Background: an optimization exercise with open tools, aiming at small area, a short achievable clock period and few clock cycles per item. Do not read the settings as production practice. In this exercise RTL edits were held to simulation tests only and were not proved equivalent to the original. Power is estimated from default activity; no workload was simulated.

==> design.v <==
module lz77_match_finder #(
    parameter W      = 256,    
    parameter MAXLEN = 255     
) (
    input  wire       clk,
    input  wire       rst,       
    input  wire       s_valid,
    output reg        s_ready,
    input  wire [7:0] s_data,
    input  wire       s_last,
    output reg        t_valid,
    input  wire       t_ready,
    output reg  [8:0] t_offset,
    output reg  [7:0] t_length,
    output reg  [7:0] t_char
);
    reg [8*W-1:0] hist;
    reg [8:0]     count;    
    reg [W-1:0]   live;
    reg           rs;       
    reg [7:0]     len;      
    reg           c_v;      
    reg           c_last;
    reg [7:0]     near;     
    reg [15:0]    g_cont;   
    reg [15:0]    g_eq;     
    reg           rs_r;     
    reg         in_v, in_last, cred;
    reg         move;            
    reg  [7:0]  in_d;
    wire in_free = !in_v || cred;
    wire acc  = s_valid && in_free;
    wire any_live = rs_r ? |g_eq : |g_cont;
    wire grow     = c_v && any_live && (len != MAXLEN) && !c_last;
    wire emit     = c_v && !grow;
    wire rs_eff   = c_v ? !grow : rs;
    wire [7:0] len_eff = c_v ? (grow ? len + 8'd1 : 8'd0) : len;
    wire [8:0] tok_off = rs ? 9'd0 : {1'b0, near} + 9'd1;
    wire [24:0] tok = {tok_off, len, hist[7:0]};
    reg  [24:0] head;     
    reg [15:0] lt_h, eq_h, lt_l;
    reg [8:0]  count_nx;
    reg [15:0] lt_h_nx, eq_h_nx, lt_l_nx;
    integer k;
    always @* begin
        count_nx = count;
        if (move) begin
            if (in_last)
                count_nx = 9'd0;
            else if (count < W)
                count_nx = count + 9'd1;
        end
        for (k = 0; k < 16; k = k + 1) begin
            lt_h_nx[k] = count_nx[8] || (k < count_nx[7:4]);
            eq_h_nx[k] = !count_nx[8] && (k == count_nx[7:4]);
            lt_l_nx[k] = (k < count_nx[3:0]);
        end
    end
    wire rs_acc = move && rs_eff;
    reg [W-1:0] eqv;       
    reg [W-1:0] keep;      
    reg [W-1:0] live_nx;
    reg [15:0]  g_cont_nx, g_eq_nx;
    integer p;
    always @* begin
        for (p = 0; p < W; p = p + 1) begin
            eqv[p]     = (hist[8*p+7 -: 8] == in_d) &&
                         (lt_h[p/16] || (eq_h[p/16] && lt_l[p%16]));
            keep[p]    = (!move || eqv[p]) && live[p];
            live_nx[p] = (!move || eqv[p]) && (rs_acc || live[p]);
        end
        for (p = 0; p < 16; p = p + 1) begin
            g_cont_nx[p] = |keep[16*p +: 16];
            g_eq_nx[p]   = |eqv[16*p +: 16];
        end
    end
    function [3:0] first16;
        input [15:0] v;
        integer i;
        begin
            first16 = 4'd15;
            for (i = 14; i >= 0; i = i - 1)
                if (v[i]) first16 = i;
        end
    endfunction
    reg [15:0] g_any;
    reg [63:0] g_ix;
    reg [3:0]  g_sel;
    reg [7:0]  first_set;
    integer g;
    always @* begin
        for (g = 0; g < 16; g = g + 1) begin
            g_any[g]      = rs_r ? g_eq[g] : g_cont[g];    
            g_ix[4*g +: 4] = first16(live[16*g +: 16]);
        end
        g_sel = first16(g_any);
        first_set = {g_sel, g_ix[4*g_sel +: 4]};
    end
    reg         q1_v, q2_v;
    reg [24:0]  q1, q2;
    wire pop = t_valid && t_ready;
    wire tv_nx = (t_valid && !t_ready) || q1_v || emit;
    wire q1v_nx = pop ? (q2_v || (q1_v && emit)) : (q1_v || (t_valid && emit));
    wire q2v_nx = pop ? (q2_v && emit) : (q2_v || (q1_v && emit));
    wire in_v_nx = acc || (in_v && !move);
    wire cred_nx = move ? !q1v_nx : !q2v_nx;
    always @(posedge clk) begin
        near <= first_set;
        g_cont <= g_cont_nx;
        g_eq   <= g_eq_nx;
        rs_r   <= rs_acc;
        c_last <= in_last;
        live <= live_nx;
        if (move)
            hist <= {hist[8*W-9:0], in_d};
        if (in_free) begin
            in_d    <= s_data;
            in_last <= s_last;
        end
        {t_offset, t_length, t_char} <= (t_valid && !t_ready) ? head : (q1_v ? q1 : tok);
        if (!t_valid || t_ready)
            head <= q1_v ? q1 : tok;
        q1 <= pop ? (q2_v ? q2 : tok) : (q1_v ? q1 : tok);
        if (!q2_v)
            q2 <= tok;
        if (rst) begin
            count   <= 9'd0;
            lt_h    <= 16'd0;
            eq_h    <= 16'd1;
            lt_l    <= 16'd0;
            rs      <= 1'b1;
            len     <= 8'd0;
            c_v     <= 1'b0;
            in_v    <= 1'b0;
            cred    <= 1'b1;
            move    <= 1'b0;
            t_valid <= 1'b0;
            q1_v    <= 1'b0;
            q2_v    <= 1'b0;
            s_ready <= 1'b1;
        end else begin
            rs      <= rs_eff;
            len     <= len_eff;
            c_v     <= move;
            t_valid <= tv_nx;
            q1_v    <= q1v_nx;
            q2_v    <= q2v_nx;
            in_v    <= in_v_nx;
            cred    <= cred_nx;
            move    <= in_v_nx && cred_nx;
            s_ready <= !in_v_nx || cred_nx;
            count   <= count_nx;
            lt_h    <= lt_h_nx;
            eq_h    <= eq_h_nx;
            lt_l    <= lt_l_nx;
        end
    end
endmodule
==> flow/run.sh <==
#!/bin/bash
# Own flow: the standard layout, with two repair settings changed.
#  - MATCH_CELL_FOOTPRINT=0 lets timing repair resize gates to any drive
#    strength (the platform default only swaps cells of the same width).
#  - SETUP_SLACK_MARGIN above 5 ns makes repair aim at a 2.85 ns period.
# The clock, the constraints and the synthesis are the standard flow's, unchanged.
set -euo pipefail
cd "$(dirname "$0")/.."
bash standard.sh MATCH_CELL_FOOTPRINT=0 SETUP_SLACK_MARGIN=5.15 finish > flow_make.log 2>&1
==> standard.sh <==
#!/bin/bash
# synth_recipe.tcl (not shown) runs the flow's synth.tcl, then flattens the netlist and writes it again
# the make line also repeats each setting of config.mk as NAME=value (left out here)
make -C /OpenROAD-flow-scripts/flow DESIGN_CONFIG=/design/flow/config.mk WORK_HOME=/design/flow/orfs CLKGATE_MAP_FILE= SYNTH_SCRIPT=/design/flow/synth_recipe.tcl "${@:-finish}"
==> config.mk <==
export PLATFORM = sky130hd
export DESIGN_NAME = lz77_match_finder
export DESIGN_NICKNAME = lz77_match_finder
export VERILOG_FILES = /design/flow/design.v
export SDC_FILE = /design/flow/constraint.sdc
export NUM_CORES = 4
export LEC_CHECK = 0
export CAP_MARGIN = 20
export CORE_MARGIN = 2
export CORE_UTILIZATION = 68
export CTS_CLUSTER_DIAMETER = 110
export CTS_CLUSTER_SIZE = 24
export SETUP_SLACK_MARGIN = 5.0
export SLEW_MARGIN = 20
==> constraint.sdc <==
create_clock -name core_clock -period 8.0 [get_ports {clk}]
set_input_delay 1.6000 -clock core_clock [delete_from_list [all_inputs] [get_ports {clk}]]
set_output_delay 1.6000 -clock core_clock [all_outputs]
set_load 0.01 [all_outputs]
==> results of run 1 <==
-- where the power goes --
part	internal (mW)	leakage [nW]	switching [mW]
sequential	14.7	18.1	0.484
combinational	0.989	12.8	1.67
clock	2.80	1.58	4.02
total	18.5	32.5	6.17
-- cells in the mapped netlist, drive strengths merged, types with 58 or more instances --
cell,n
nand4,245
nand2,291
buf,280
xnor2,512
xor2,1554
inv,80
o21a,192
o21ai,109
nor4,384
nor3,232
clkbuf,131
edfxtp,2082
nor2,255
mux2,58
nand3,126
a21oi,326
dfxtp,444
-- cells in the final DEF (no fill, tap or decap), types with 26 or more instances in the layout --
cell type and n:
nand2_1 284, o22a_1 39, nor4_1 319, nor4_2 49
o21ai_0 101, nor3_1 227, inv_1 79, nand3_1 122
nand4_1 244, clkbuf_1 97, clkbuf_16 145, xor2_1 1554
mux2_2 58, dfxtp_1 412, buf_4 78, xnor2_1 511
buf_6 38, buf_16 26, nor2_1 244, a21oi_1 322
edfxtp_1 2082, nand2b_1 34, a22oi_1 32, o21a_1 192
-- how the worst max path moves through the flow --
stage | from | endpoint
final | rs_r$_DFF_P_ | near[2]$_DFF_P_
after global routing | rs_r$_DFF_P_ | near[2]$_DFF_P_
after CTS | move$_SDFF_PP0_ | g_cont[11]$_DFF_P_
after detailed placement | rs_r$_DFF_P_ | near[0]$_DFF_P_
after global placement | rs_r$_DFF_P_ | near[3]$_DFF_P_
after floorplan | move$_SDFF_PP0_ | g_cont[13]$_DFF_P_
-- per-stage QoR --
| stage | area [sq um] | setup slack (ns) |
|---|---|---|
| 6_report | 115000 | 5.06 |
| 5_1_grt | 115000 | 5.00 |
| 4_1_cts | 114000 | 5.07 |
| 3_5_place_dp | 109000 | 3.58 |
| 3_3_place_gp | 109000 | 2.79 |
| 2_1_floorplan | 108000 | -8.79 |
-- layout make-up --
class	instances	area (sq um)	share of cell area
antenna	5	12.5	0.000108
clock buffer	214	3290	0.0285
tap	2058	2570	0.0223
timing repair buffer	236	3320	0.0288
sequential	2526	71500	0.619
clock inverter	3	37.5	0.000325
inverter	80	303	0.00262
multi-input combinational	4691	34500	0.298
-- per-layer routing --
metal | vias up | part of all wire | global-route usage
met1 | 32600 | 0.41 | 0.484
met2 | 2923 | 0.46 | 0.523
li1 | 27900 | - | -
met4 | 14 | 0.039 | 0.111
met3 | 490 | 0.090 | 0.0500
met5 | - | 0.00033 | 0
-- registers in the layout, summed over array words and instances, names as in the netlist, 16 cells and up --
register / cells
hist: 2048
head: 25
g_eq: 16
eq_h: 16
q1: 25
q2: 25
g_cont: 16
live: 256
-- logic make-up (layout without fill, tap and decap cells) --
kind of cell             Yosys count  after routing  share of synthesized area
AND/OR/NAND/NOR                 1672           1676                     0.0813
adder cells (fa/ha/maj)            3              3                   0.000349
flip-flops                      2526           2526                      0.664
multiplexers                      65             65                    0.00672
buffers and inverters            491            533                     0.0261
other                              0              5                          0
AO/OA/AOI/OAI                    881            881                     0.0535
XOR/XNOR                        2066           2066                      0.168
-- repair_timing --
action | CTS | global route
endpoints found under the hold margin | 0 | 0
resized for setup | 278 | 118
setup endpoints to repair | 1146 | 523
cloned | 20 | 17
pin swaps | 10 | 13
setup buffers | 31 | 21
==> run summary, run 1 <==
most used cell, CP = buf_16
initial DRC count = 7869
kind of critical path = reg -> reg
Final Cycle Share = 0.367
fin cells = 9813
Initial Util = 0.687
clock buffers created by TritonCTS = 115
Worst Hold Class = reg -> reg
RSZ-0062 raised after global routing = true
Max FO, Critical Path = 15
status = timing/DRC/antenna clean
Cells on Worst Hold Path = 0
total stage count of the critical path = 9
Rel. slew slack = 0.228
worst-case vdd ir drop = 262 uV
Clock Latency Late Sink = 0.80 ns
Synth Net Count = 7720
H-tree depth = 3
Port Buffers = 39
crit path DAT = 3.61 ns
Required @ worst endpoint = 8.68 ns
CTS tree = built
CTS max path bufs = 3
Hold WS = 0.464 ns
reg2reg path depth = 9
Layout Utilization = 0.738
nature of the critical path startpoint = flip-flop
via count of the routed design = 63900
Placed Cells = 9501
grt ovf = 0
# IOs = 40
r2r startpoint = rs_r$_DFF_P_
pin count of the biggest net entering global routing = 201
gr usage total = 0.333
die area = 161000 sq um
Clock Sinks = 2526
Die Height = 402 um
crit path time final = 2.94 ns
Layout Nets = 7666
Worst Max-Slew Pin Slew = 1.14 ns
Yosys cell types = 75
core area = 157000 sq um
HP Start = hist[1364]$_DFFE_PP_
Yosys warning count = 1
die width = 402 um
vias in the first global route = 61800
row count = 145
post-route ant nets = 0
global-route wire length before repair = 402000 um
CP Capture Type = flip-flop
Final Hold Fails = 0
critical path's slowest cell = or4_1
final setup fails = 0
clk root buf = clkbuf_16
fraction of registers with async set/reset = 0
P_leak = 32.5 nW
Max-cap violations = 0
Layout fillers = 9964
wire per inst = 28.5 um
worst reg-to-reg setup slack = 5.06 ns
Tot Pwr = 24.7 mW
WP buf/inv = 3
Post-Syn Area per Cell = 14.0 sq um
setup TNS = 0 ns
drt pass-1 iters = 6
Crit path max-delay family = compound AO/OA/AOI/OAI gates
Worst-path clk slew = 0.10 ns
DR vias/cell = 6.52
Max Fclk = 0.341 GHz
initial antenna violation count = 17
Post-DP HPWL = 162000 um
CP cell instances = buf_6 > mux2_2 > o21ai_0 > o21ai_4 > buf_16 > buf_16 > a311oi_4 > a211oi_2 > or4_1
CTS Hold Bufs = 0
# DRC = 0
routability cong. = 0.903
RR Endpoint = near[2]$_DFF_P_
Hold Crit Endpoint = hist[1372]$_DFFE_PP_
fin. max-slew vios = 0
synth-to-layout area growth = 7.35%
top-area cell type share of the netlist area = 0.581
Synth Cell Area = 108000 sq um
share of layout cells above drive strength 1 = 0.0756
Final Skew = 0.0281 ns
largest area contributor in the netlist = edfxtp_1
sequential fraction of the synthesis area = 0.664
Power Density = 213 nW/um^2
number of synthesized flops with an enable pin = 2082
top_reg_cell synth = edfxtp_1
flops & latches, synth = 2526
cell count after synthesis = 7704
CP max stage delay = 0.53 ns
final WL = 280000 um
Area contributors post-synth = edfxtp_1 (58%), xor2_1 (13%), dfxtp_1 (8.3%)
Testbench counts, summed over its fixed seeds: cycles 49,888, items 49,864.
==> run 2, diff against run 1 <==
--- a/config.mk
+++ b/config.mk
@@ -7,7 +7,7 @@
 export LEC_CHECK = 0
 export CAP_MARGIN = 20
 export CORE_MARGIN = 2
-export CORE_UTILIZATION = 68
+export CORE_UTILIZATION = 70
 export CTS_CLUSTER_DIAMETER = 110
 export CTS_CLUSTER_SIZE = 24
 export SETUP_SLACK_MARGIN = 5.0
==> run 2 against run 1 <==
Still clean. Cell count fell by 0.47%. Clock power barely moved. Total power barely moved. Critical path depth fell by 1. Utilization rose by 1.7 points. Clock-buffer cell count did not move. Design area fell by 0.56%. Area after synthesis did not move. Highest routed layer is now met4.
==> run summary, run 2 <==
status = timing/DRC/antenna clean
gr usage total = 0.349
Yosys cell types = 75
WP buf/inv = 1
# IOs = 40
CP Launch Point = g_cont[11]$_DFF_P_
final WL = 280000 um
synth cell count leaders = edfxtp_1 (2082), xor2_1 (1554), xnor2_1 (512)
sequential fraction of the synthesis area = 0.664
Psw = 6.17 mW
biggest regs = hist (2048), live (256)
RSZ-0062 raised after global routing = true
final setup fails = 0
synth-to-layout area growth = 6.75%
Synth Net Count = 7720
# DRC = 0
Worst Hold Class = reg -> reg
CTS Hold Bufs = 0
Gate power share = 0.106
Seq pwr share = 0.616
Worst-path clk slew = 0.10 ns
initial DRC count = 7955
CTS tree = built
fraction of registers with async set/reset = 0
pin count of the biggest net entering global routing = 191
CTS max path bufs = 3
Layout Utilization = 0.754
Required @ worst endpoint = 8.66 ns
Cells on Worst Hold Path = 0
Worst Max-Slew Pin Slew = 1.09 ns
grt ovf = 0
clock network fraction of design power = 0.277
H-tree depth = 3
flops & latches, synth = 2526
Initial Util = 0.706
nature of the critical path startpoint = flip-flop
row count = 143
largest area contributor in the netlist = edfxtp_1
internal power = 18.5 mW
top-area cell type share of the netlist area = 0.581
top-count cell post-synth = edfxtp_1
drt pass-1 iters = 6
CP Capture Type = flip-flop
total stage count of the critical path = 8
routability cong. = 0.905
via count of the routed design = 64100
Net Sw Frac = 0.251
Max FO, Critical Path = 13
share of layout cells above drive strength 1 = 0.0718
Crit path max-delay family = simple AND/OR/NAND/NOR gates
global-route wire length before repair = 406000 um
P_leak = 32.3 nW
Clock Latency Late Sink = 0.78 ns
fin. max-slew vios = 0
Area contributors post-synth = edfxtp_1 (58%), xor2_1 (13%), dfxtp_1 (8.3%)
Post-DP HPWL = 159000 um
Largest register FFs = 2048
clock buffers created by TritonCTS = 115
Clock Sinks = 2526
Yosys warning count = 1
Max-cap violations = 0
Port Buffers = 39
setup TNS = 0 ns
clk root buf = clkbuf_16
Biggest register = hist
post-route ant nets = 0
most frequent cells in the layout = edfxtp_1 (2082), xor2_1 (1554), xnor2_1 (511)
CP cell instances = nor3_1 > o21ai_1 > nand4_4 > buf_12 > nand2_8 > a31oi_1 > a211oi_1 > or4_1
initial antenna violation count = 7
die width = 396 um
Synth Cell Area = 108000 sq um
Power Density = 214 nW/um^2
Placed Cells = 9465
critical path's slowest cell = or4_1
vias in the first global route = 62700
CP max stage delay = 0.55 ns
Post-Syn Area per Cell = 14.0 sq um
Max Fclk = 0.338 GHz
Final Skew = 0.0240 ns
Final Hold Fails = 0
HP Start = hist[296]$_DFFE_PP_
crit path time final = 2.96 ns
reg2reg path depth = 8
Hold WS = 0.468 ns
crit path DAT = 3.61 ns
Final Cycle Share = 0.370
wire per inst = 28.7 um
number of synthesized flops with an enable pin = 2082
cell count after synthesis = 7704
DR vias/cell = 6.56
fin cells = 9767
top_reg_cell synth = edfxtp_1
kind of critical path = reg -> reg
Layout Nets = 7642
r2r startpoint = g_cont[11]$_DFF_P_
most common cell after layout, fill and taps aside = edfxtp_1
Rel. slew slack = 0.265
worst-case vdd ir drop = 209 uV
Die Height = 396 um
die area = 157000 sq um
core area = 152000 sq um
## run 2: cell types whose count changed in the layout (fill, tap and decap cells not counted), moves of 5 or more
cell / change
buf_2: -5
nor4_1: +5
buf_8: -6
buf_16: -7
dfxtp_2: +5
## run 2: through the flow
| stage | power (mW) | setup WS [ns] | instance area (sq um) |
|---|---|---|---|
| after floorplan | 17.5 | -8.79 | 108000 |
| after global placement | 17.7 | 2.79 | 109000 |
| after detailed placement | 17.8 | 3.62 | 109000 |
| after CTS | 24.6 | 5.09 | 114000 |
| after global routing | 25.3 | 5.07 | 115000 |
| final | 24.6 | 5.04 | 115000 |
## run 2: cells by family after synthesis
group                      after synthesis  share of synthesized area
and+or+nand+nor                       1672                     0.0813
DFF                                   2526                      0.664
buffers and inverters                  491                     0.0261
muxes                                   65                    0.00672
AOI/OAI and AO/OA                      881                     0.0535
xor gates and xnor gates              2066                      0.168
adders and majority gates                3                   0.000349
## run 2: final timing paths
kind	slack (ns)	to
hold / removal	0.47	hist[304]$_DFFE_PP_
hold reg to reg	0.47	hist[304]$_DFFE_PP_
setup / recovery	5.04	near[2]$_DFF_P_
setup reg to reg	5.04	near[2]$_DFF_P_
## run 2: layer usage
layer	GRT usage	vias up	share of wire
met2	0.552	3180	0.47
met1	0.490	32500	0.39
met3	0.0619	549	0.097
met5	0	-	0
li1	-	27900	-
met4	0.132	0	0.046
## run 2: final cells by class
cell class                 instances  area [sq um]
inverter                          80           305
fill                            9447         37400
tap                             2030          2540
antenna                            8          20.0
multi-input combinational       4689         34300
sequential                      2526         71500
clock inverter                     6          78.8
timing repair buffer             214          2850
clock buffer                     214          3290
## run 2: repair_timing
| item | in CTS | in global routing |
|---|---|---|
| resized for setup | 214 | 91 |
| pin swaps | 5 | 8 |
| gates cloned | 27 | 6 |
| buffers inserted | 32 | 9 |
| setup endpoints to repair | 953 | 236 |
## run 2: power by group through the flow
stage / Combinational (mW) / Sequential [mW] / Clock (mW)
after global routing: 2.80 / 15.2 / 7.30
after detailed placement: 2.31 / 15.5 / 0
after floorplan: 1.57 / 16.0 / 0
after CTS: 2.54 / 15.2 / 6.89
final: 2.62 / 15.2 / 6.83
after global placement: 2.25 / 15.4 / 0
==> run 3, diff against run 2 <==
--- a/design.v
+++ b/design.v
@@ -22,15 +22,11 @@
     reg           c_v;      
     reg           c_last;
     reg [7:0]     near;     
-    reg [15:0]    g_cont;   
-    reg [15:0]    g_eq;     
-    reg           rs_r;     
     reg         in_v, in_last, cred;
     reg         move;            
     reg  [7:0]  in_d;
-    wire in_free = !in_v || cred;
-    wire acc  = s_valid && in_free;
-    wire any_live = rs_r ? |g_eq : |g_cont;
+    wire acc  = s_valid && s_ready;
+    wire any_live = |live;
     wire grow     = c_v && any_live && (len != MAXLEN) && !c_last;
     wire emit     = c_v && !grow;
     wire rs_eff   = c_v ? !grow : rs;
@@ -57,22 +53,13 @@
         end
     end
     wire rs_acc = move && rs_eff;
-    reg [W-1:0] eqv;       
-    reg [W-1:0] keep;      
     reg [W-1:0] live_nx;
-    reg [15:0]  g_cont_nx, g_eq_nx;
     integer p;
     always @* begin
-        for (p = 0; p < W; p = p + 1) begin
-            eqv[p]     = (hist[8*p+7 -: 8] == in_d) &&
-                         (lt_h[p/16] || (eq_h[p/16] && lt_l[p%16]));
-            keep[p]    = (!move || eqv[p]) && live[p];
-            live_nx[p] = (!move || eqv[p]) && (rs_acc || live[p]);
-        end
-        for (p = 0; p < 16; p = p + 1) begin
-            g_cont_nx[p] = |keep[16*p +: 16];
-            g_eq_nx[p]   = |eqv[16*p +: 16];
-        end
+        for (p = 0; p < W; p = p + 1)
+            live_nx[p] = (!move || ((hist[8*p+7 -: 8] == in_d) &&
+                                   (lt_h[p/16] || (eq_h[p/16] && lt_l[p%16]))))
+                         && (rs_acc || live[p]);
     end
     function [3:0] first16;
         input [15:0] v;
@@ -90,7 +77,7 @@
     integer g;
     always @* begin
         for (g = 0; g < 16; g = g + 1) begin
-            g_any[g]      = rs_r ? g_eq[g] : g_cont[g];    
+            g_any[g]      = |live[16*g +: 16];
             g_ix[4*g +: 4] = first16(live[16*g +: 16]);
         end
         g_sel = first16(g_any);
@@ -106,14 +93,11 @@
     wire cred_nx = move ? !q1v_nx : !q2v_nx;
     always @(posedge clk) begin
         near <= first_set;
-        g_cont <= g_cont_nx;
-        g_eq   <= g_eq_nx;
-        rs_r   <= rs_acc;
         c_last <= in_last;
         live <= live_nx;
         if (move)
             hist <= {hist[8*W-9:0], in_d};
-        if (in_free) begin
+        if (s_ready) begin
             in_d    <= s_data;
             in_last <= s_last;
         end
==> flow/run.sh (replaced) <==
#!/bin/bash
# Own flow: the standard layout, with two repair settings changed.
#  - MATCH_CELL_FOOTPRINT=0 lets timing repair resize gates to any drive
#    strength (the platform default only swaps cells of the same width).
#  - SETUP_SLACK_MARGIN above 5 ns makes repair aim below a 3 ns period.
# The clock, the constraints and the synthesis are the standard flow's, unchanged.
set -euo pipefail
cd "$(dirname "$0")/.."
bash standard.sh MATCH_CELL_FOOTPRINT=0 SETUP_SLACK_MARGIN=5.4 finish > flow_make.log 2>&1
--- a/config.mk
+++ b/config.mk
@@ -7,8 +7,8 @@
 export LEC_CHECK = 0
 export CAP_MARGIN = 20
 export CORE_MARGIN = 2
-export CORE_UTILIZATION = 70
-export CTS_CLUSTER_DIAMETER = 110
-export CTS_CLUSTER_SIZE = 24
+export CORE_UTILIZATION = 65
+export CTS_CLUSTER_DIAMETER = 100
+export CTS_CLUSTER_SIZE = 20
 export SETUP_SLACK_MARGIN = 5.0
 export SLEW_MARGIN = 20
==> run 3 against run 2 <==
Area after synthesis is 3.9% lower. Clock-buffer cell count is 40 higher. Setup slack worse by 0.19 ns. Cell count is 2.7% lower.
==> run summary, run 3 <==
status = timing/DRC/antenna clean
synth-to-layout area growth = 8.57%
post-route ant nets = 0
worst-case vdd ir drop = 243 uV
flops & latches, synth = 2492
top_reg_cell synth = edfxtp_1
Hold WS = 0.462 ns
wire per inst = 25.9 um
DR vias/cell = 6.19
Biggest register = hist
fraction of registers with async set/reset = 0
final setup fails = 0
Layout fillers = 10600
crit path time final = 3.15 ns
Synth Net Count = 7361
nature of the critical path startpoint = flip-flop
Yosys cell types = 63
most frequent cells in the layout = edfxtp_1 (2082), xor2_1 (1564), a21oi_1 (567)
Largest register FFs = 2048
number of synthesized flops with an enable pin = 2082
Clock Latency Late Sink = 0.79 ns
Worst-path clk slew = 0.10 ns
Max Fclk = 0.317 GHz
die width = 403 um
grt ovf = 0
Layout Nets = 7320
fin. max-slew vios = 0
initial DRC count = 6355
kind of critical path = reg -> reg
drt pass-1 iters = 6
P_leak = 30.9 nW
vias in the first global route = 58300
synth cell count leaders = edfxtp_1 (2082), xor2_1 (1564), a21oi_1 (569)
Max-cap violations = 0
Reg area = 70800 sq um
Area contributors post-synth = edfxtp_1 (60%), xor2_1 (13%), dfxtp_1 (7.9%)
die area = 162000 sq um
crit path DAT = 3.86 ns
area of the multi-input gates = 31800 sq um
Clock Sinks = 2492
Final Cycle Share = 0.394
biggest regs = hist (2048), live (256)
CTS max path bufs = 3
Post-Syn Area per Cell = 14.1 sq um
Required @ worst endpoint = 8.71 ns
core area = 158000 sq um
top-area cell type share of the netlist area = 0.604
sequential fraction of the synthesis area = 0.684
Port Buffers = 39
most common cell after layout, fill and taps aside = edfxtp_1
via count of the routed design = 58800
top-count cell post-synth = edfxtp_1
Final Skew = 0.0288 ns
Initial Util = 0.654
Power Density = 222 nW/um^2
Post-DP HPWL = 143000 um
share of layout cells above drive strength 1 = 0.0790
Synth Cell Area = 103000 sq um
pin count of the biggest net entering global routing = 164
initial antenna violation count = 9
gr usage total = 0.300
setup TNS = 0 ns
clk root buf = clkbuf_16
# IOs = 40
clock buffers created by TritonCTS = 142
Max FO, Critical Path = 6
# DRC = 0
Worst Max-Slew Pin Slew = 1.10 ns
cell count after synthesis = 7345
final WL = 246000 um
fin worst setup slack = 4.85 ns
largest area contributor in the netlist = edfxtp_1
Worst Hold Class = reg -> reg
Die Height = 403 um
Rel. slew slack = 0.265
row count = 146
global-route wire length before repair = 368000 um
Yosys warning count = 1
H-tree depth = 4
CP Capture Type = flip-flop
pre-CTS setup slack = 3.36 ns
routability cong. = 0.852
RSZ-0062 raised after global routing = true
Tot Pwr = 24.9 mW
Final Hold Fails = 0
CTS tree = built
-- run 3: metrics by stage --
stage           util  area [sq um]  std cells
2_1_floorplan      -        103000       7345
3_3_place_gp   0.669        106000       9147
3_5_place_dp   0.669        106000       9147
4_1_cts        0.708        112000       9486
5_1_grt        0.710        112000       9494
6_report       0.710        112000       9502
-- run 3: final cells by class --
| type | instances | share of cell area |
|---|---|---|
| antenna | 9 | 0.000201 |
| clock buffer | 254 | 0.0363 |
| timing repair buffer | 215 | 0.0235 |
| sequential | 2492 | 0.630 |
| inverter | 60 | 0.00218 |
| tap | 2072 | 0.0231 |
| clock inverter | 7 | 0.000680 |
| multi-input combinational | 4393 | 0.284 |
-- run 3: worst paths after layout --
kind,start,end,slack [ns],depth (start not counted)
worst max register to register,live[119]$_DFF_P_,near[1]$_DFF_P_,4.85,12
worst max-delay path,live[119]$_DFF_P_,near[1]$_DFF_P_,4.85,12
worst min register to register,hist[502]$_DFFE_PP_,hist[510]$_DFFE_PP_,0.46,0
worst min-delay path,hist[502]$_DFFE_PP_,hist[510]$_DFFE_PP_,0.46,0
-- run 3: kinds of logic (layout without fill, tap and decap cells) --
family | count (synthesis) | count (layout) | synth area share
adders and majority gates | 3 | 3 | 0.000363
muxes | 61 | 61 | 0.00658
DFF | 2492 | 2492 | 0.684
and+or+nand+nor | 1545 | 1545 | 0.0790
AOI/OAI and AO/OA | 720 | 721 | 0.0381
other | 0 | 9 | 0
buffers and inverters | 461 | 536 | 0.0174
xor gates and xnor gates | 2063 | 2063 | 0.175
-- run 3: what timing repair did --
action / 4_1_cts / 5_1_grt
pin swaps: 47 / 9
gates resized for setup: 332 / 39
gates cloned: 14 / 1
setup endpoints to repair: 1806 / 474
hold buffers: 0 / 0
setup buffers: 64 / 6
-- run 3: report_power, final --
part / internal (mW) / switching [mW] / leakage [nW]
registers: 14.5 / 0.473 / 17.8
clock network: 3.49 / 4.14 / 1.97
logic: 0.830 / 1.48 / 11.0
-- run 3: worst max-delay path: stages (launching register included) --
cell	delay (ns)
dfxtp_2	0.36
nor4_4	0.39
nand4_4	0.30
nand2b_4	0.24
a2111o_1	0.43
nand3_4	0.12
buf_12	0.16
buf_12	0.15
buf_8	0.12
mux2i_1	0.18
mux2i_1	0.12
a2111o_1	0.44
o221ai_2	0.07
-- run 3: metal layers --
metal  GRT usage  wire (um)
met5           0         66
met2       0.473     115000
met4      0.0976       8290
met1       0.436     106000
met3      0.0429      16600
Testbench counts of run 3, summed over its fixed seeds: cycles 49,888, items 49,864.
==> run 4, diff against run 3 <==
--- a/design.v
+++ b/design.v
@@ -25,7 +25,8 @@
     reg         in_v, in_last, cred;
     reg         move;            
     reg  [7:0]  in_d;
-    wire acc  = s_valid && s_ready;
+    wire in_free = !in_v || cred;
+    wire acc  = s_valid && in_free;
     wire any_live = |live;
     wire grow     = c_v && any_live && (len != MAXLEN) && !c_last;
     wire emit     = c_v && !grow;
@@ -34,22 +35,15 @@
     wire [8:0] tok_off = rs ? 9'd0 : {1'b0, near} + 9'd1;
     wire [24:0] tok = {tok_off, len, hist[7:0]};
     reg  [24:0] head;     
+    wire [3:0] ch = count[7:4];
+    wire [3:0] cl = count[3:0];
     reg [15:0] lt_h, eq_h, lt_l;
-    reg [8:0]  count_nx;
-    reg [15:0] lt_h_nx, eq_h_nx, lt_l_nx;
     integer k;
     always @* begin
-        count_nx = count;
-        if (move) begin
-            if (in_last)
-                count_nx = 9'd0;
-            else if (count < W)
-                count_nx = count + 9'd1;
-        end
         for (k = 0; k < 16; k = k + 1) begin
-            lt_h_nx[k] = count_nx[8] || (k < count_nx[7:4]);
-            eq_h_nx[k] = !count_nx[8] && (k == count_nx[7:4]);
-            lt_l_nx[k] = (k < count_nx[3:0]);
+            lt_h[k] = count[8] || (k < ch);
+            eq_h[k] = !count[8] && (k == ch);
+            lt_l[k] = (k < cl);
         end
     end
     wire rs_acc = move && rs_eff;
@@ -97,7 +91,7 @@
         live <= live_nx;
         if (move)
             hist <= {hist[8*W-9:0], in_d};
-        if (s_ready) begin
+        if (in_free) begin
             in_d    <= s_data;
             in_last <= s_last;
         end
@@ -109,9 +103,6 @@
             q2 <= tok;
         if (rst) begin
             count   <= 9'd0;
-            lt_h    <= 16'd0;
-            eq_h    <= 16'd1;
-            lt_l    <= 16'd0;
             rs      <= 1'b1;
             len     <= 8'd0;
             c_v     <= 1'b0;
@@ -133,10 +124,12 @@
             cred    <= cred_nx;
             move    <= in_v_nx && cred_nx;
             s_ready <= !in_v_nx || cred_nx;
-            count   <= count_nx;
-            lt_h    <= lt_h_nx;
-            eq_h    <= eq_h_nx;
-            lt_l    <= lt_l_nx;
+            if (move) begin
+                if (in_last)
+                    count <= 9'd0;
+                else if (count < W)
+                    count <= count + 9'd1;
+            end
         end
     end
 endmodule
==> flow/run.sh (replaced) <==
#!/bin/bash
# Own flow: the standard layout, with two repair settings changed.
#  - MATCH_CELL_FOOTPRINT=0 lets timing repair resize gates to any drive
#    strength (the platform default only swaps cells of the same width).
#  - SETUP_SLACK_MARGIN above 5 ns makes repair aim at a 2.8 ns period.
# The clock, the constraints and the synthesis are the standard flow's, unchanged.
set -euo pipefail
cd "$(dirname "$0")/.."
bash standard.sh MATCH_CELL_FOOTPRINT=0 SETUP_SLACK_MARGIN=5.2 finish > flow_make.log 2>&1
--- a/config.mk
+++ b/config.mk
@@ -7,8 +7,9 @@
 export LEC_CHECK = 0
 export CAP_MARGIN = 20
 export CORE_MARGIN = 2
-export CORE_UTILIZATION = 65
-export CTS_CLUSTER_DIAMETER = 100
-export CTS_CLUSTER_SIZE = 20
+export CORE_UTILIZATION = 68
+export CTS_CLUSTER_DIAMETER = 110
+export CTS_CLUSTER_SIZE = 24
 export SETUP_SLACK_MARGIN = 5.0
 export SLEW_MARGIN = 20
+export TNS_END_PERCENT = 0
==> run 4 against run 3 <==
Setup slack lost 0.26 ns. First-iteration DRC count up 12%. Global-route usage grew 1.4 points. Via count is 0.26% lower. Design area fell by 2.5%. Sequential share of layout area increased by 0.75 points. Sequential power shrank 3%. Area after synthesis decreased by 1.2%. Critical path type unchanged. Critical endpoint is now s_ready$_SDFF_PP1_.
==> run summary, run 4 <==
pre-CTS setup slack = 2.70 ns
Largest register FFs = 2048
gr busiest metal = met2
synth-to-layout area growth = 7.15%
Clock Latency Late Sink = 0.79 ns
Clock Sinks = 2448
Post-DP HPWL = 148000 um
Max-cap violations = 0
Max FO, Critical Path = 4
Die Height = 392 um
CTS Hold Bufs = 0
critical path's slowest cell = nor4_1
Psw = 5.57 mW
Layout Nets = 7132
share of layout cells above drive strength 1 = 0.0656
most common cell after layout, fill and taps aside = edfxtp_1
die area = 153000 sq um
Yosys cell types = 68
Rel. slew slack = 0.135
kind of critical path = reg -> reg
initial DRC count = 7133
wire per inst = 26.5 um
Worst-path clk slew = 0.10 ns
Worst Hold Class = reg -> reg
Worst Max-Slew Pin Slew = 1.28 ns
Placed Cells = 8953
grt ovf = 0
DR vias/cell = 6.35
clock network fraction of design power = 0.283
crit path time final = 3.41 ns
CP Launch Point = live[244]$_DFF_P_
nature of the critical path startpoint = flip-flop
# IOs = 40
drt pass-1 iters = 8
Design Area, Final = 110000 sq um
CTS tree = built
largest area contributor in the netlist = edfxtp_1
fraction of registers with async set/reset = 0
die width = 392 um
Gate power share = 0.089
fin. max-slew vios = 0
sequential fraction of the synthesis area = 0.683
total stage count of the critical path = 10
Final Skew = 0.0349 ns
Net Sw Frac = 0.239
WP buf/inv = 1
crit path DAT = 4.06 ns
most used cell, CP = nand2_4
Port Buffers = 39
pin count of the biggest net entering global routing = 183
number of synthesized flops with an enable pin = 2082
CTS max path bufs = 3
Biggest register = hist
top_reg_cell synth = edfxtp_1
crit path to = s_ready$_SDFF_PP1_
Yosys warning count = 1
status = timing/DRC/antenna clean
row count = 142
core area = 150000 sq um
most frequent cells in the layout = edfxtp_1 (2082), xor2_1 (1519), xnor2_1 (541)
Area contributors post-synth = edfxtp_1 (61%), xor2_1 (13%), dfxtp_1 (7.2%)
clk root buf = clkbuf_16
Layout fillers = 9710
H-tree depth = 3
r2r startpoint = live[244]$_DFF_P_
Post-Syn Area per Cell = 14.3 sq um
worst-case vdd ir drop = 217 uV
flops & latches, synth = 2448
Seq pwr share = 0.629
reg2reg path depth = 10
Power Density = 212 nW/um^2
final setup fails = 0
Synth Net Count = 7183
# DRC = 0
cell count after synthesis = 7166
met1 usage = 0.458
post-route ant nets = 0
Final Hold Fails = 0
top-count cell post-synth = edfxtp_1
Synth Cell Area = 102000 sq um
initial antenna violation count = 12
Max Fclk = 0.293 GHz
met3 GRT Util = 0.0444
Required @ worst endpoint = 8.65 ns
CP Capture Type = flip-flop
fin worst setup slack = 4.59 ns
Crit path max-delay family = simple AND/OR/NAND/NOR gates
RR Endpoint = s_ready$_SDFF_PP1_
CP cell instances = nor4_1 > nand4_1 > nor4_2 > nand4_4 > buf_12 > nand2_4 > nand2_4 > o311ai_4 > o211ai_1 > or3_1
global-route wire length before repair = 360000 um
worst reg-to-reg setup slack = 4.59 ns
RSZ-0062 raised after global routing = true
Cell Area, Placed = 105000 sq um
biggest regs = hist (2048), live (256)
grt met2 use = 0.494
final WL = 245000 um
fin cells = 9233
CP max stage delay = 0.74 ns
Initial Util = 0.683
Final Cycle Share = 0.426
gr usage total = 0.315
P_leak = 29.9 nW
vias in the first global route = 56700
synth cell count leaders = edfxtp_1 (2082), xor2_1 (1519), xnor2_1 (541)
top-area cell type share of the netlist area = 0.612
setup TNS = 0 ns
clock buffers created by TritonCTS = 111
internal power = 17.7 mW
routability cong. = 0.868
via count of the routed design = 58700
-- run 4: changes by cell type after synthesis, moves of 113 or more --
cell,change
nand4_1,-118
nor3_1,-231
o21ai_0,+146
a21oi_1,-251
nand3_1,+151
nor4_1,+113
-- run 4: metrics by stage --
stage / power (mW) / hold WS [ns] / util
3_5_place_dp: 16.8 / 0.451 / 0.701
3_3_place_gp: 16.7 / 0.435 / 0.701
5_1_grt: 24.0 / 0.477 / 0.732
2_1_floorplan: 16.6 / 0.423 / -
4_1_cts: 23.3 / 0.463 / 0.729
6_report: 23.3 / 0.457 / 0.732
-- run 4: layout make-up --
| cell class | instances | area (sq um) | share of cell area |
|---|---|---|---|
| Sequential cell | 2448 | 69900 | 0.638 |
| Multi-Input combinational cell | 4272 | 31300 | 0.286 |
| Clock buffer | 208 | 3210 | 0.0293 |
| Tap cell | 2016 | 2520 | 0.0230 |
| Timing Repair Buffer | 219 | 2300 | 0.0210 |
| Inverter | 63 | 246 | 0.00225 |
| Clock inverter | 3 | 33.8 | 0.000308 |
| Antenna cell | 4 | 10.0 | 0.0000914 |
-- run 4: how the worst min path moves through the flow --
stage	from	to	slack (ns)	depth (start not counted)
detailed placement	q2[20]$_DFF_P_	q2[20]$_DFF_P_	0.45	2
floorplan	q2[19]$_DFF_P_	q2[19]$_DFF_P_	0.42	2
finish	hist[690]$_DFFE_PP_	hist[698]$_DFFE_PP_	0.46	0
CTS	hist[693]$_DFFE_PP_	hist[701]$_DFFE_PP_	0.46	0
global route	hist[690]$_DFFE_PP_	hist[698]$_DFFE_PP_	0.48	0
global placement	q2[19]$_DFF_P_	q2[19]$_DFF_P_	0.44	2
-- run 4: repair_timing --
item,4_1_cts,5_1_grt
pin swaps,25,20
endpoints found under the hold margin,0,0
setup buffers,30,23
gates cloned,8,4
gates resized for setup,102,51
endpoints found under the setup margin,1685,1290
-- run 4: power by group through the flow --
stage | Combinational [mW] | Sequential, mW | Clock [mW]
floorplan | 1.21 | 15.4 | 0
global placement | 1.87 | 14.9 | 0
detailed placement | 1.92 | 14.9 | 0
CTS | 2.00 | 14.6 | 6.67
global route | 2.23 | 14.7 | 7.06
finish | 2.06 | 14.6 | 6.58
-- run 4: kinds of logic after synthesis --
family          after synthesis  share of synthesized area
flops                      2448                      0.683
simple gates               1422                     0.0735
buf+inv                     446                     0.0170
compound gates              731                     0.0431
mux                          55                    0.00606
fa+ha+maj                     4                   0.000490
xor+xnor                   2060                      0.177
-- run 4: layer usage --
| layer | wire, um | up-vias |
|---|---|---|
| li1 | - | 25900 |
| met1 | 101000 | 29900 |
| met2 | 115000 | 2463 |
| met3 | 19700 | 424 |
| met4 | 8840 | 8 |
| met5 | 52 | - |
Testbench counts of run 4, summed over its fixed seeds: cycles 49,888, items 49,864.
==> run 5, diff against run 4 <==
--- a/design.v
+++ b/design.v
@@ -64,18 +64,20 @@
                 if (v[i]) first16 = i;
         end
     endfunction
-    reg [15:0] g_any;
+    reg [15:0] g_any, g_first;
     reg [63:0] g_ix;
-    reg [3:0]  g_sel;
     reg [7:0]  first_set;
     integer g;
     always @* begin
         for (g = 0; g < 16; g = g + 1) begin
-            g_any[g]      = |live[16*g +: 16];
+            g_any[g]       = |live[16*g +: 16];
             g_ix[4*g +: 4] = first16(live[16*g +: 16]);
         end
-        g_sel = first16(g_any);
-        first_set = {g_sel, g_ix[4*g_sel +: 4]};
+        for (g = 0; g < 16; g = g + 1)
+            g_first[g] = g_any[g] && !(|(g_any & ((16'd1 << g) - 16'd1)));
+        first_set = 8'd0;
+        for (g = 0; g < 16; g = g + 1)
+            first_set = first_set | ({8{g_first[g]}} & {g[3:0], g_ix[4*g +: 4]});
     end
     reg         q1_v, q2_v;
     reg [24:0]  q1, q2;
==> run 5 against run 4 <==
Sequential share of layout area increased by 0.51 points. Clock skew increased by 0.0048 ns. Largest cell class unchanged. Largest power group unchanged. Combinational power about the same. Critical endpoint is now live[79]$_DFF_P_. Still clean. Fmax decreased by 3.5%. Area after synthesis increased by 0.23%.
==> run summary, run 5 <==
crit path DAT = 4.24 ns
die width = 392 um
met1 usage = 0.466
setup TNS = 0 ns
Max FO, Critical Path = 22
Post-Syn Area per Cell = 14.7 sq um
met3 GRT Util = 0.0510
post-route ant nets = 0
HP Start = hist[55]$_DFFE_PP_
Port Buffers = 39
gr usage total = 0.305
biggest regs = hist (2048), live (256)
Yosys cell types = 67
# DRC = 0
cell count after synthesis = 6966
Layout Utilization = 0.725
core area = 150000 sq um
Post-DP HPWL = 143000 um
CP Capture Type = flip-flop
fraction of registers with async set/reset = 0
Hold Crit Endpoint = hist[63]$_DFFE_PP_
Worst Hold Class = reg -> reg
crit path time final = 3.53 ns
Power Density = 215 nW/um^2
most frequent cells in the layout = edfxtp_1 (2082), xnor2_1 (1580), xor2_1 (483)
CTS max path bufs = 3
final setup fails = 0
pin count of the biggest net entering global routing = 195
Rel. slew slack = 0.215
fin. max-slew vios = 0
share of layout cells above drive strength 1 = 0.0551
initial DRC count = 6827
initial antenna violation count = 6
synth-to-layout area growth = 6.02%
P_leak = 29.2 nW
drt pass-1 iters = 6
Biggest register = hist
global-route wire length before repair = 351000 um
RR Endpoint = live[79]$_DFF_P_
via count of the routed design = 57200
row count = 142
largest area contributor in the netlist = edfxtp_1
gr busiest metal = met1
wire per inst = 26.4 um
Layout Nets = 6885
final WL = 237000 um
Final Hold Fails = 0
CP max stage delay = 0.61 ns
DR vias/cell = 6.37
Largest register FFs = 2048
nature of the critical path startpoint = flip-flop
top-area cell type share of the netlist area = 0.610
Die Height = 392 um
grt ovf = 0
grt met2 use = 0.461
flops & latches, synth = 2448
Yosys warning count = 1
kind of critical path = reg -> reg
clock buffers created by TritonCTS = 111
vias in the first global route = 54900
status = timing/DRC/antenna clean
CTS tree = built
routability cong. = 0.855
clk root buf = clkbuf_16
Max Fclk = 0.283 GHz
Area contributors post-synth = edfxtp_1 (61%), xnor2_1 (14%), dfxtp_1 (7.2%)
most common cell after layout, fill and taps aside = edfxtp_1
Worst Max-Slew Pin Slew = 1.17 ns
Tot Pwr = 23.3 mW
Worst-path clk slew = 0.10 ns
synth cell count leaders = edfxtp_1 (2082), xnor2_1 (1580), xor2_1 (483)
Final Skew = 0.0396 ns
Initial Util = 0.684
sequential fraction of the synthesis area = 0.682
RSZ-0062 raised after global routing = true
Final Cycle Share = 0.441
Max-cap violations = 0
Cells on Worst Hold Path = 0
top-count cell post-synth = edfxtp_1
Synth Net Count = 6983
reg2reg path depth = 10
# IOs = 40
pre-CTS setup slack = 3.09 ns
worst reg-to-reg setup slack = 4.47 ns
CTS Hold Bufs = 0
worst-case vdd ir drop = 199 uV
Synth Cell Area = 102000 sq um
Hold WS = 0.451 ns
H-tree depth = 3
CP cell instances = or4_1 > or4b_4 > nor4_4 > and2_2 > a211oi_4 > a21oi_4 > and2_4 > buf_12 > clkbuf_16 > o22a_1
top_reg_cell synth = edfxtp_1
fin worst setup slack = 4.47 ns
r2r startpoint = live[117]$_DFF_P_
Clock Latency Late Sink = 0.79 ns
Required @ worst endpoint = 8.71 ns
Clock Sinks = 2448
number of synthesized flops with an enable pin = 2082
die area = 154000 sq um
critical path's slowest cell = or4_1
## run 5: cell types whose count changed in the layout (fill, tap and decap cells not counted), sizes merged, moves of 145 or more
| cell | previous run | this run |
|---|---|---|
| o21ai | 189 | 44 |
| nor2 | 400 | 196 |
| xnor2 | 541 | 1580 |
| nand4 | 162 | 417 |
| nand3 | 180 | 28 |
| o22a | 31 | 225 |
| nor4 | 432 | 187 |
| xor2 | 1519 | 483 |
## run 5: cell families (layout without fill, tap and decap cells)
group	after synthesis	count (layout)	share of synthesized area
AND/OR/NAND/NOR	1245	1249	0.0684
multiplexers	56	56	0.00616
AO/OA/AOI/OAI	702	702	0.0484
other	0	2	0
flip-flops	2448	2448	0.682
XOR/XNOR	2063	2063	0.176
adder cells (fa/ha/maj)	4	4	0.000489
buffers and inverters	448	444	0.0184
## run 5: per-stage QoR
stage          instances  instance area (sq um)
6_report            8984                 109000
5_1_grt             8982                 109000
4_1_cts             8976                 108000
3_5_place_dp        8737                 105000
3_3_place_gp        8737                 105000
2_1_floorplan       6966                 102000
## run 5: report_power, final
| part | total [mW] | switching [mW] | internal (mW) |
|---|---|---|---|
| clock network | 6.60 | 3.86 | 2.74 |
| logic | 2.07 | 1.26 | 0.818 |
| registers | 14.6 | 0.369 | 14.3 |
## run 5: routing by layer
layer  wire, um  part of all wire
met1     103000              0.43
met2     108000              0.45
met3      20700             0.087
met4       5670             0.024
met5         51           0.00022
## run 5: critical path, delay by kind of cell, from the launching register on
| kind | cells | cell delay (ns) |
|---|---|---|
| buf+inv | 2 | 0.49 |
| flops | 1 | 0.35 |
| simple gates | 5 | 2.06 |
| compound gates | 3 | 0.52 |
## run 5: worst max-delay path by stage
stage                       from               endpoint  cells past startpoint
4_1_cts        live[117]$_DFF_P_       live[95]$_DFF_P_                     10
5_1_grt        live[149]$_DFF_P_       live[23]$_DFF_P_                     10
3_3_place_gp    live[12]$_DFF_P_       live[57]$_DFF_P_                      9
6_report       live[117]$_DFF_P_       live[79]$_DFF_P_                     10
3_5_place_dp    live[12]$_DFF_P_       live[95]$_DFF_P_                      9
2_1_floorplan    move$_SDFF_PP0_  count[3]$_SDFFE_PP0P_                      5
## run 5: final cells by class
| cell class | instances | area, sq um |
|---|---|---|
| sequential | 2448 | 69900 |
| clock inverter | 3 | 26.3 |
| clock buffer | 208 | 3230 |
| multi-input combinational | 4074 | 30900 |
| antenna | 2 | 5.00 |
| fill | 9804 | 41200 |
| inverter | 55 | 214 |
| timing repair buffer | 178 | 1860 |
| tap | 2016 | 2520 |
## run 5: repair_timing
action,CTS,global route
resized for setup,23,10
pin swaps,7,1
setup endpoints to repair,854,1139
setup buffers,20,1
gates cloned,8,4
Testbench counts of run 5, summed over its fixed seeds: cycles 49,888, items 49,864.

static timing again, ports no longer ideal:
In the flow no input, the clock included, has a driving cell. The finished layouts below were timed again as built, in two steps. Step 1 assumes that a clkbuf_16 drives the clock port and a buf_2 every other input. Step 2 times the ports against the registers' clock, not the clock port: input delays grow and output delays shrink by t, the midpoint of the rising clock arrivals with the driver on. a / b / c = ideal / step 1 / step 2; a / b = the first two.
| run | shift t [ns] | setup WS [ns] | worst setup path after step 2 | worst data-port slew with drivers (ns) |
|---|---|---|---|---|
| run 1 | 0.861 | 5.065 / 5.065 / 4.514 | input to register | 0.04 |
| run 2 | 0.849 | 5.042 / 5.042 / 4.483 | input to register | 0.05 |
| run 3 | 0.872 | 4.850 / 4.850 / 4.507 | input to register | 0.03 |
| run 4 | 0.862 | 4.592 / 4.592 / 4.198 | input to register | 0.04 |
| run 5 | 0.855 | 4.469 / 4.469 / 4.205 | input to register | 0.07 |
After both steps every run listed still meets setup and hold. The setup slack of run 2, which loses most, moves by 0.000 ns with the drivers and by -0.559 ns with both steps.
